From an optimization exercise on the open Yosys and OpenROAD flow, aimed at small area and a short achievable clock period; shortcuts taken in it are not production practice.
Where RTL was checked, it was by simulation tests only, not by an equivalence proof against the original.
No activity file was given, so power comes from the tool's default toggle rates.

==> module eac32_inspect, before the edit <==
module eac32_inspect (
    input  wire         clk,
    input  wire         rst,
    input  wire         in_valid,
    input  wire [127:0] in_data,
    input  wire [4:0]   in_nbytes,
    input  wire         in_last,
    output reg          rpt_valid,
    output wire [31:0]  rpt_magic,
    output wire [31:0]  rpt_sum,
    output wire [31:0]  rpt_err,
    output wire [31:0]  rpt_explen,
    output wire [31:0]  rpt_lenf,
    output wire [31:0]  rpt_lenb,
    output wire [31:0]  rpt_flags
);
    reg [127:0] d;           
    reg [4:0]   d_nb;
    reg         d_last;
    reg         d_v;         
    reg [31:0]  q;           
    reg         f1, f2;      
    reg         d_short;     
    wire [2:0]  in_nw = in_nbytes[4:2];
    wire        q_clr;
    wire        q_en  = (in_valid & f1) | q_clr;
    wire        q_keep = (in_nw == 3'd0);
    wire [3:0]  q_pick = {4{~q_clr & ~q_keep}} &
                         {in_nbytes[3:2] == 2'd3, in_nbytes[3:2] == 2'd2,
                          in_nbytes[3:2] == 2'd1, in_nbytes[3:2] == 2'd0};
    wire [31:0] q_sel = (d[127:96] & {32{q_pick[1]}}) | (d[95:64] & {32{q_pick[2]}}) |
                        (d[63:32]  & {32{q_pick[3]}}) | (d[31:0]  & {32{q_pick[0]}}) |
                        (q & {32{~q_clr & q_keep}});
    always @(posedge clk) begin
        d_nb   <= in_nbytes;
        d_last <= in_last;
        d_short <= ~f2 & ~(f1 & (in_nw != 3'd0));
        d_v    <= in_valid & ~rst;
        if (in_valid)
            d <= in_data;
        if (rst) begin
            f1 <= 1'b0;
            f2 <= 1'b0;
        end else if (in_valid) begin
            f1 <= ~in_last;
            f2 <= ~in_last & f1;
        end
        if (q_en)
            q <= q_sel;
    end
    reg [31:0] acc;
    reg [29:0] lenb;
    reg [31:0] magic;
    reg        fresh;        
    wire [2:0] d_nw = d_nb[4:2];
    wire [31:0] m0 = d[127:96] & {32{d_v & (d_nw != 3'd0)}};
    wire [31:0] m1 = d[95:64]  & {32{d_v & (d_nw[2] | d_nw[1])}};
    wire [31:0] m2 = d[63:32]  & {32{d_v & (d_nw[2] | (d_nw[1] & d_nw[0]))}};
    wire [31:0] m3 = d[31:0]   & {32{d_v & d_nw[2]}};
    wire [31:0] a0 = acc & {32{~fresh}};
    function [63:0] csa;
        input [31:0] x, y, z;
        reg   [31:0] s, c, h;
        begin
            h = x ^ y;
            s = h ^ z;
            c = (x & y) | (z & h);
            csa = {c[30:0], c[31], s};
        end
    endfunction
    wire [63:0] l1 = csa(m0, m1, m2);
    wire [63:0] l2 = csa(l1[31:0], l1[63:32], m3);
    wire [63:0] l3 = csa(l2[31:0], l2[63:32], a0);
    reg  [31:0] acc_n;
    reg  [31:0] pg, pp, ng, np, cin;
    integer     lv, b;
    always @(*) begin
        pg = l3[31:0] & l3[63:32];
        pp = l3[31:0] ^ l3[63:32];
        for (lv = 0; lv < 5; lv = lv + 1) begin
            ng = pg;
            np = pp;
            for (b = 0; b < 32; b = b + 1)
                if ((b >> lv) & 1) begin
                    ng[b] = pg[b] | (pp[b] & pg[((b >> lv) << lv) - 1]);
                    np[b] = pp[b] & pp[((b >> lv) << lv) - 1];
                end
            pg = ng;
            pp = np;
        end
        cin = {pg[30:0] | (pp[30:0] & {31{pg[31]}}), pg[31]};
        acc_n = l3[31:0] ^ l3[63:32] ^ cin;
    end
    wire        ld_last = d_v & d_last;
    wire [25:0] lhi     = lenb[29:4] & {26{~fresh}};
    reg  [25:0] lcy;
    integer     lb;
    always @(*) begin
        lcy[0] = d_v & (~d_last | d_nb[4]);
        for (lb = 1; lb < 26; lb = lb + 1)
            lcy[lb] = lcy[lb-1] & lhi[lb-1];
    end
    wire [25:0] lhi_n   = lhi ^ lcy;
    wire [29:0] lenb_n  = {lhi_n, ld_last ? d_nb[3:0] : 4'd0};
    wire        ld_magic = d_v & fresh;
    reg         small_r, large_r;    
    wire        small_n = ld_magic ? (m0[31:16] == 16'h1111) : small_r;
    wire        large_n = ld_magic ? (m0[31:16] == 16'h1114) : large_r;
    wire        mok_n   = small_n | large_n;
    wire        sok_n   = (small_n & (lenb_n == 30'h0004_0000)) |
                          (large_n & (lenb_n == 30'h0008_0000));
    wire        mp_n    = (lenb_n[29:2] != 28'd0);
    wire        kb_n    = (lenb_n[9:0] == 10'd0);
    wire        dw_n    = (lenb_n[1:0] == 2'd0);
    wire        a256_n  = (lenb_n[17:0] == 18'd0);
    wire        lp_n    = ~d_short;
    wire        lok_n   = lp_n & (q == {2'b00, lenb_n});
    wire        ck_n    = (&(l3[31:0] ^ l3[63:32])) | (&(l3[31:0] & l3[63:32]));
    assign q_clr = ld_last & d_short;
    reg [19:0] flags;
    always @(posedge clk) begin
        acc  <= acc_n;
        lenb <= lenb_n;
        if (ld_magic) begin
            magic   <= m0;
            small_r <= small_n;
            large_r <= large_n;
        end
        flags <= {3'd0, mok_n & ~sok_n, 6'd0,
                  ck_n, lok_n, lp_n, a256_n, kb_n, dw_n, sok_n, 1'b0, mok_n, mp_n};
        if (rst) begin
            fresh     <= 1'b1;
            rpt_valid <= 1'b0;
        end else begin
            if (d_v)
                fresh <= d_last;
            rpt_valid <= ld_last;
        end
    end
    assign rpt_magic  = magic;
    assign rpt_sum    = acc;
    assign rpt_err    = ~acc;
    assign rpt_explen = {12'd0, large_r, small_r, 18'd0};
    assign rpt_lenf   = q;
    assign rpt_lenb   = {2'b00, lenb};
    assign rpt_flags  = {12'd0, ~flags[8], ~flags[6], flags[16], ~flags[1], flags[15:3], large_r, flags[1:0]};
endmodule
export LEC_CHECK = 0
export ABC_CLOCK_PERIOD_IN_PS = 6000
export CAP_MARGIN = 20
export CORE_MARGIN = 2
export CORE_UTILIZATION = 60
export PLACE_DENSITY = 0.7
export SLEW_MARGIN = 20
create_clock -name core_clock -period 25.0 [get_ports {clk}]
standard.sh (not shown) runs the stock make flow with config.mk's settings and CLKGATE_MAP_FILE= SYNTH_SCRIPT=/design/flow/synth_recipe.tcl, a recipe that flattens the netlist after the stock synthesis.
==> flow/flow/run.sh <==
#!/bin/bash
# Standard ORFS layout, with plain buffers on the ports, smaller clock
# buffers and no CTS dummy loads, and timing repair aimed below the period.
set -euo pipefail
bash standard.sh \
  "BUFFER_PORTS_ARGS=-buffer_cell sky130_fd_sc_hd__buf_1" \
  "CTS_ARGS=-sink_clustering_enable -repair_clock_nets -dont_use_dummy_load -buf_list {sky130_fd_sc_hd__clkbuf_16} -sink_clustering_size 25 -sink_clustering_max_diameter 120" \
  "SETUP_SLACK_MARGIN=18.65" SKIP_REPAIR_TIE_FANOUT=1 \
  finish > make.log 2>&1
Next try:
--- a/flow/design.v
+++ b/flow/design.v
@@ -23,14 +23,11 @@
     reg         d_short;     
     wire [2:0]  in_nw = in_nbytes[4:2];
     wire        q_clr;
-    wire        q_en  = (in_valid & f1) | q_clr;
-    wire        q_keep = (in_nw == 3'd0);
-    wire [3:0]  q_pick = {4{~q_clr & ~q_keep}} &
-                         {in_nbytes[3:2] == 2'd3, in_nbytes[3:2] == 2'd2,
-                          in_nbytes[3:2] == 2'd1, in_nbytes[3:2] == 2'd0};
+    wire        q_en  = (in_valid & f1 & (~in_last | (in_nw != 3'd0))) | q_clr;
+    wire [3:0]  q_pick = {4{~q_clr}} & {in_nbytes[3:2] == 2'd3, in_nbytes[3:2] == 2'd2,
+                                         in_nbytes[3:2] == 2'd1, in_nbytes[3:2] == 2'd0};
     wire [31:0] q_sel = (d[127:96] & {32{q_pick[1]}}) | (d[95:64] & {32{q_pick[2]}}) |
-                        (d[63:32]  & {32{q_pick[3]}}) | (d[31:0]  & {32{q_pick[0]}}) |
-                        (q & {32{~q_clr & q_keep}});
+                        (d[63:32]  & {32{q_pick[3]}}) | (d[31:0]  & {32{q_pick[0]}});
     always @(posedge clk) begin
         d_nb   <= in_nbytes;
         d_last <= in_last;
Outcome:
- critical path depth falls by 5
- core utilization hardly moves
- fmax stays flat
- final cell count fell by 4.7%
- setup slack barely changes
- area after synthesis falls by 0.78%
- hold slack is worse by 0.028 ns
- wire length drops by 12%

main:
The RTL this note starts from:
==> flow/design.v <==
module eac32_inspect (
    input  wire         clk,
    input  wire         rst,
    input  wire         in_valid,
    input  wire [127:0] in_data,
    input  wire [4:0]   in_nbytes,
    input  wire         in_last,
    output reg          rpt_valid,
    output wire [31:0]  rpt_magic,
    output wire [31:0]  rpt_sum,
    output wire [31:0]  rpt_err,
    output wire [31:0]  rpt_explen,
    output wire [31:0]  rpt_lenf,
    output wire [31:0]  rpt_lenb,
    output wire [31:0]  rpt_flags
);
    reg [127:0] d;           
    reg [4:0]   d_nb;
    reg         d_last;
    reg         d_v;         
    reg [31:0]  q;           
    reg         f1;          
    reg [3:0]   d_keep;      
    wire [2:0]  in_nw = in_nbytes[4:2];
    wire        q_en  = in_valid & f1 & (~in_last | (in_nw != 3'd0));
    reg  [31:0] q_sel;
    always @(*) begin
        case (in_nbytes[3:2])
            2'd1:    q_sel = d[127:96];
            2'd2:    q_sel = d[95:64];
            2'd3:    q_sel = d[63:32];
            default: q_sel = d[31:0];
        endcase
    end
    always @(posedge clk) begin
        d_nb   <= in_nbytes;
        d_last <= in_last;
        d_v    <= in_valid & ~rst;
        d_keep <= {4{in_valid & ~rst}} &
                  {in_nw[2], in_nw[2] | (in_nw[1] & in_nw[0]), in_nw[2] | in_nw[1], in_nw != 3'd0};
        if (in_valid)
            d <= in_data;
        if (rst) begin
            f1 <= 1'b0;
        end else if (in_valid) begin
            f1 <= ~in_last;
        end
        if (q_en)
            q <= q_sel;
    end
    reg [31:0] acc;
    reg [29:0] lenb;
    reg [31:0] magic;
    reg        fresh;        
    wire [2:0] d_nw = d_nb[4:2];
    wire [31:0] m0 = d[127:96] & {32{d_keep[0]}};
    wire [31:0] m1 = d[95:64]  & {32{d_keep[1]}};
    wire [31:0] m2 = d[63:32]  & {32{d_keep[2]}};
    wire [31:0] m3 = d[31:0]   & {32{d_keep[3]}};
    wire [31:0] a0 = acc & {32{~fresh}};
    function [63:0] csa;
        input [31:0] x, y, z;
        reg   [31:0] s, c;
        begin
            s = x ^ y ^ z;
            c = (x & y) | (x & z) | (y & z);
            csa = {c[30:0], c[31], s};
        end
    endfunction
    wire [63:0] l1 = csa(m0, m1, m2);
    wire [63:0] l2 = csa(l1[31:0], l1[63:32], m3);
    wire [63:0] l3 = csa(l2[31:0], l2[63:32], a0);
    wire [32:0] t      = {1'b0, l3[31:0]} + {1'b0, l3[63:32]};
    wire [31:0] acc_n  = t[31:0] + {31'd0, t[32]};
    wire        ld_last = d_v & d_last;
    wire [25:0] lhi     = lenb[29:4] & {26{~fresh}};
    wire [25:0] lhi_n   = lhi + {25'd0, d_v & (~d_last | d_nb[4])};
    wire [29:0] lenb_n  = {lhi_n, ld_last ? d_nb[3:0] : 4'd0};
    wire        ld_magic = d_v & fresh;
    wire [31:0] magic_n  = ld_magic ? m0 : magic;
    wire        small_n = (magic_n[31:16] == 16'h1111);
    wire        large_n = (magic_n[31:16] == 16'h1114);
    wire        mok_n   = small_n | large_n;
    wire        sok_n   = (small_n & (lenb_n == 30'h0004_0000)) |
                          (large_n & (lenb_n == 30'h0008_0000));
    wire        mp_n    = (lenb_n[29:2] != 28'd0);
    wire        dw_n    = (lenb_n[1:0] == 2'd0);
    wire        kb_n    = (lenb_n[9:0] == 10'd0);
    wire        a256_n  = (lenb_n[17:0] == 18'd0);
    wire        lp_n    = (lenb_n[29:2] >= 28'd5);
    wire        lok_n   = lp_n & (q == {2'b00, lenb_n});
    wire        ck_n    = (&(l3[31:0] ^ l3[63:32])) | (&(l3[31:0] & l3[63:32]));
    reg [19:0] flags;
    reg        small_r;
    always @(posedge clk) begin
        acc  <= acc_n;
        lenb <= lenb_n;
        if (ld_magic)
            magic <= m0;
        small_r <= small_n;
        flags <= {~lok_n, ~a256_n, mok_n & ~sok_n, ~mok_n,
                  6'd0,
                  ck_n, lok_n, lp_n, a256_n, kb_n, dw_n, sok_n, large_n, mok_n, mp_n};
        if (rst) begin
            fresh     <= 1'b1;
            rpt_valid <= 1'b0;
        end else begin
            if (d_v)
                fresh <= d_last;
            rpt_valid <= ld_last;
        end
    end
    assign rpt_magic  = magic;
    assign rpt_sum    = acc;
    assign rpt_err    = ~acc;
    assign rpt_explen = {12'd0, flags[2], small_r, 18'd0};
    assign rpt_lenf   = q & {32{flags[7]}};
    assign rpt_lenb   = {2'b00, lenb};
    assign rpt_flags  = {12'd0, flags};
endmodule
==> flow/config.mk <==
export PLATFORM = sky130hd
export DESIGN_NAME = eac32_inspect
export DESIGN_NICKNAME = eac32_inspect
export VERILOG_FILES = /design/flow/design.v
export SDC_FILE = /design/flow/constraint.sdc
export NUM_CORES = 4
export LEC_CHECK = 0
export ABC_CLOCK_PERIOD_IN_PS = 6000
export CAP_MARGIN = 20
export CORE_MARGIN = 2
export CORE_UTILIZATION = 60
export PLACE_DENSITY = 0.7
export SLEW_MARGIN = 20
==> flow/constraint.sdc <==
create_clock -name core_clock -period 25.0 [get_ports {clk}]
set_input_delay 5.0000 -clock core_clock [delete_from_list [all_inputs] [get_ports {clk}]]
set_output_delay 5.0000 -clock core_clock [all_outputs]
set_load 0.01 [all_outputs]
==> flow/flow/run.sh <==
#!/bin/bash
# Standard ORFS layout, with plain buffers on the ports, no CTS dummy loads
# and timing repair aimed well below the clock period.
set -euo pipefail
bash standard.sh \
  "BUFFER_PORTS_ARGS=-buffer_cell sky130_fd_sc_hd__${PORTBUF:-buf_2}" \
  "CTS_ARGS=-sink_clustering_enable -repair_clock_nets -dont_use_dummy_load ${CTSX:-}" \
  "SETUP_SLACK_MARGIN=${MARGIN:-18.8}" \
  finish > make.log 2>&1
Changes in the feature branch relative to main:
--- a/flow/design.v
+++ b/flow/design.v
@@ -68,15 +68,40 @@
         end
     endfunction
     wire [63:0] l1 = csa(m0, m1, m2);
     wire [63:0] l2 = csa(l1[31:0], l1[63:32], m3);
     wire [63:0] l3 = csa(l2[31:0], l2[63:32], a0);
-    wire [32:0] t      = {1'b0, l3[31:0]} + {1'b0, l3[63:32]};
-    wire [31:0] acc_n  = t[31:0] + {31'd0, t[32]};
+    reg  [31:0] acc_n;
+    reg  [31:0] pg, pp, ng, np, cin;
+    integer     lv, b;
+    always @(*) begin
+        pg = l3[31:0] & l3[63:32];
+        pp = l3[31:0] ^ l3[63:32];
+        for (lv = 0; lv < 5; lv = lv + 1) begin
+            ng = pg;
+            np = pp;
+            for (b = 0; b < 32; b = b + 1)
+                if ((b >> lv) & 1) begin
+                    ng[b] = pg[b] | (pp[b] & pg[((b >> lv) << lv) - 1]);
+                    np[b] = pp[b] & pp[((b >> lv) << lv) - 1];
+                end
+            pg = ng;
+            pp = np;
+        end
+        cin = {pg[30:0] | (pp[30:0] & {31{pg[31]}}), pg[31]};
+        acc_n = l3[31:0] ^ l3[63:32] ^ cin;
+    end
     wire        ld_last = d_v & d_last;
     wire [25:0] lhi     = lenb[29:4] & {26{~fresh}};
-    wire [25:0] lhi_n   = lhi + {25'd0, d_v & (~d_last | d_nb[4])};
+    reg  [25:0] lcy;
+    integer     lb;
+    always @(*) begin
+        lcy[0] = d_v & (~d_last | d_nb[4]);
+        for (lb = 1; lb < 26; lb = lb + 1)
+            lcy[lb] = lcy[lb-1] & lhi[lb-1];
+    end
+    wire [25:0] lhi_n   = lhi ^ lcy;
     wire [29:0] lenb_n  = {lhi_n, ld_last ? d_nb[3:0] : 4'd0};
     wire        ld_magic = d_v & fresh;
     wire [31:0] magic_n  = ld_magic ? m0 : magic;
     wire        small_n = (magic_n[31:16] == 16'h1111);
     wire        large_n = (magic_n[31:16] == 16'h1114);
## What came out
Total of flip-flops plus latches after synthesis came out exactly the same in the feature branch and main. Summary — final cell count, the feature branch relative to main: lower, by about 8%. | average vias per placed instance | lower: the feature branch |. Cmp the feature branch and main / worst vdd rail ir drop / lower: main. For the wire length, the feature branch came in 11000 um lower than main did. Distinct cell type count of the synthesized netlist was lower in the run labelled the feature branch. Re cell area: main was higher than the feature branch. Power drawn by the sequential cells up about 1% in the feature branch wrt main. Going from main to the feature branch, via count of the first global-routing pass has decreased; sum of met3 wire segment lengths after detailed routing has decreased; number of cells produced by synthesis has decreased. In the feature branch, number of buffer and inverter instances along the worst setup path is lower than in main.
Function was not checked in any run of this note: the RTL went through the layout flow alone.

## static timing again, ports no longer ideal
Ports are ideal in the flow. The routed layouts listed here were re-timed in OpenROAD. Step 1, drivers: a clkbuf_16 drives clk and a buf_2 each remaining input, both assumed. Step 2, shift: input delay + t, output delay - t, t = (earliest + latest rising clock arrival at the registers) / 2. This alone moves slack from input paths to output paths. Slacks: ideal ports / drivers / drivers and shift; pairs: ideal ports / drivers.
run | t, ns | slack for setup (ns) | worst setup path at the end | clock arrival spread, ns | worst data-port slew with drivers (ns)
the first run of note 1 | 0.513 | 18.699 / 18.714 / 18.208 | input to register | 0.075 / 0.076 | 0.09
the second run of note 1 | 0.516 | 18.702 / 18.653 / 18.207 | input to register | 0.063 / 0.063 | 0.08
main | 0.587 | 18.565 / 18.518 / 18.350 | input to register | 0.042 / 0.042 | 0.08
the feature branch | 0.600 | 18.565 / 18.514 / 18.368 | input to register | 0.022 / 0.022 | 0.10
After both steps setup and hold are still met in every run listed. The setup slack of the second run of note 1, which loses most, moves by -0.049 ns with the drivers and by -0.495 ns with both steps.
